Background: an optimization exercise with open tools, aiming at small area, a short achievable clock period and few clock cycles. Do not read the settings as production practice. The RTL was checked by simulation tests, not by an equivalence proof against the original design. No activity file was given, so power comes from the tool's default toggle rates.

## rs32_codec
module rs32_codec (
    input  wire        clk,
    input  wire        rst,
    input  wire        h_valid,
    input  wire        h_write,
    input  wire [7:0]  h_idx,
    input  wire [63:0] h_wdata,
    output wire        h_ready,
    output reg         h_rvalid,
    output reg  [63:0] h_rdata
);
    localparam [4:0] OP_NOP     = 5'h00, OP_GFADD   = 5'h01, OP_GFMUL  = 5'h02,
                     OP_GFEXP   = 5'h03, OP_GFLOG   = 5'h04, OP_SYMCH  = 5'h05,
                     OP_CHSYM   = 5'h06, OP_PERMRD  = 5'h07, OP_IDTODEC = 5'h08,
                     OP_DECTOID = 5'h09, OP_B10TO32 = 5'h0A, OP_B32TO10 = 5'h0B,
                     OP_RSPAR   = 5'h0C, OP_RSCHK   = 5'h0D, OP_FMT    = 5'h0E,
                     OP_PBEGIN  = 5'h0F, OP_PUTC    = 5'h10, OP_PEND   = 5'h11,
                     OP_ENCODE  = 5'h12, OP_DECODE  = 5'h13, OP_DECODED = 5'h14,
                     OP_CLRST   = 5'h15;
    localparam [2:0] B_IDLE = 3'd0,   
                     B_PRE  = 3'd1,   
                     B_INIT = 3'd2,   
                     B_CALC = 3'd3,   
                     B_FIN  = 3'd4,   
                     B_SWP  = 3'd5,   
                     B_SEV  = 3'd6,   
                     B_IDW  = 3'd7;   
    function [4:0] xt;   
        input [4:0] x;
        xt = {x[3:0], 1'b0} ^ (x[4] ? 5'h05 : 5'h00);
    endfunction
    function [4:0] gmul;
        input [4:0] a;
        input [4:0] b;
        reg   [4:0] x;
        integer j;
        begin
            gmul = 5'd0;
            x = a;
            for (j = 0; j < 5; j = j + 1) begin
                if (b[j]) gmul = gmul ^ x;
                x = xt(x);
            end
        end
    endfunction
    function [4:0] antilog;
        input [4:0] n;
        begin
            antilog = 5'd1;
            if (n == 5'd0) antilog = 5'd1;
            if (n == 5'd1) antilog = 5'd2;
            if (n == 5'd2) antilog = 5'd4;
            if (n == 5'd3) antilog = 5'd8;
            if (n == 5'd4) antilog = 5'd16;
            if (n == 5'd5) antilog = 5'd5;
            if (n == 5'd6) antilog = 5'd10;
            if (n == 5'd7) antilog = 5'd20;
            if (n == 5'd8) antilog = 5'd13;
            if (n == 5'd9) antilog = 5'd26;
  ...
export LEC_CHECK = 0
export CAP_MARGIN = 20
export CORE_MARGIN = 2
export CORE_UTILIZATION = 55
export SLEW_MARGIN = 20
create_clock -name core_clock -period 13.0 [get_ports {clk}]
standard.sh (not shown) runs the stock make flow with config.mk's settings and CLKGATE_MAP_FILE= SYNTH_SCRIPT=/design/flow/synth_recipe.tcl, a recipe that flattens the netlist after the stock synthesis.
==> flow/flow/run.sh <==
#!/bin/bash
# The standard layout (standard.sh: ORFS from synthesis to the final layout, with the standard flow's
# config.mk and SDC), with two settings changed through the environment:
#  - SETUP_SLACK_MARGIN: ORFS's timing repair is asked to leave 9.5 ns of setup slack on the
#    13 ns clock, so it also speeds up paths that already meet 13 ns;
#  - BUFFER_PORTS_ARGS: the buffers ORFS puts on every input and output port are buf_4.
# The clock period, SDC, synthesis and all other steps are the standard ones.
set -euo pipefail
export SETUP_SLACK_MARGIN=9.5
export BUFFER_PORTS_ARGS="-buffer_cell sky130_fd_sc_hd__buf_4"
bash standard.sh > standard.log 2>&1
Testbench counts at the start, summed over its fixed seeds: cycles 8,978.
Then changed:
- CORE_UTILIZATION: 55 -> 40
Outcome:
- The changed run went through all stages and came out clean
- clock power goes up by about 2%
- synthesized cell count is unchanged
- design area goes up by 1.4%
- die area goes up by 37%
- power goes up by 0.46%
- global-route usage goes down by 11 points
- clock skew goes up by 0.051 ns
- wire length goes up by 1.8%
- setup slack gets worse by 0.021 ns
- final cell count goes up by 6.8%

---

Starting RTL as in the previous note.
clock: 13.0 ns
lec_check: 0
cap_margin: 20
core_margin: 2
core_utilization: 62
cts_cluster_diameter: 80
cts_cluster_size: 25
slew_margin: 20
Scripts as last shown in full above: flow/flow/run.sh
The baseline finished clean.
Testbench counts at the start, summed over its fixed seeds: cycles 8,978.
Edit:
- CORE_UTILIZATION: 62 -> 55
Via count is lower by about 1.5%.
Final area is higher by 0.42%.
Fmax is lower by about 1.3%.

## port drivers added, routing unchanged
In the flow no input, the clock included, has a driving cell. The finished layouts below were timed again as built, in two steps. Step 1: set_driving_cell puts a clkbuf_16 on clk and a buf_2 on each other input, an assumption about the parent block. Step 2, shift: input delay + t, output delay - t, t = (earliest + latest rising clock arrival at the registers) / 2. This alone moves slack from input paths to output paths. Three values: ideal ports, drivers, drivers and shift; two values: the first two.
| run | t (ns) | setup WS [ns] | worst hold slack (ns) |
|---|---|---|---|
| the first run of note 1 | 0.759 | 9.141 / 9.071 / 8.730 | 0.450 / 0.450 / 0.450 |
| the second run of note 1 | 0.780 | 9.120 / 9.043 / 8.716 | 0.444 / 0.444 / 0.444 |
| the first run of note 2 | 0.720 | 9.204 / 9.131 / 8.765 | 0.461 / 0.461 / 0.461 |
| the second run of note 2 | 0.718 | 9.153 / 9.082 / 8.799 | 0.458 / 0.458 / 0.458 |
After both steps setup and hold are still met in every run listed. For the first run of note 2, which loses most, drivers alone change the setup slack by -0.073 ns; drivers and shift together by -0.439 ns.
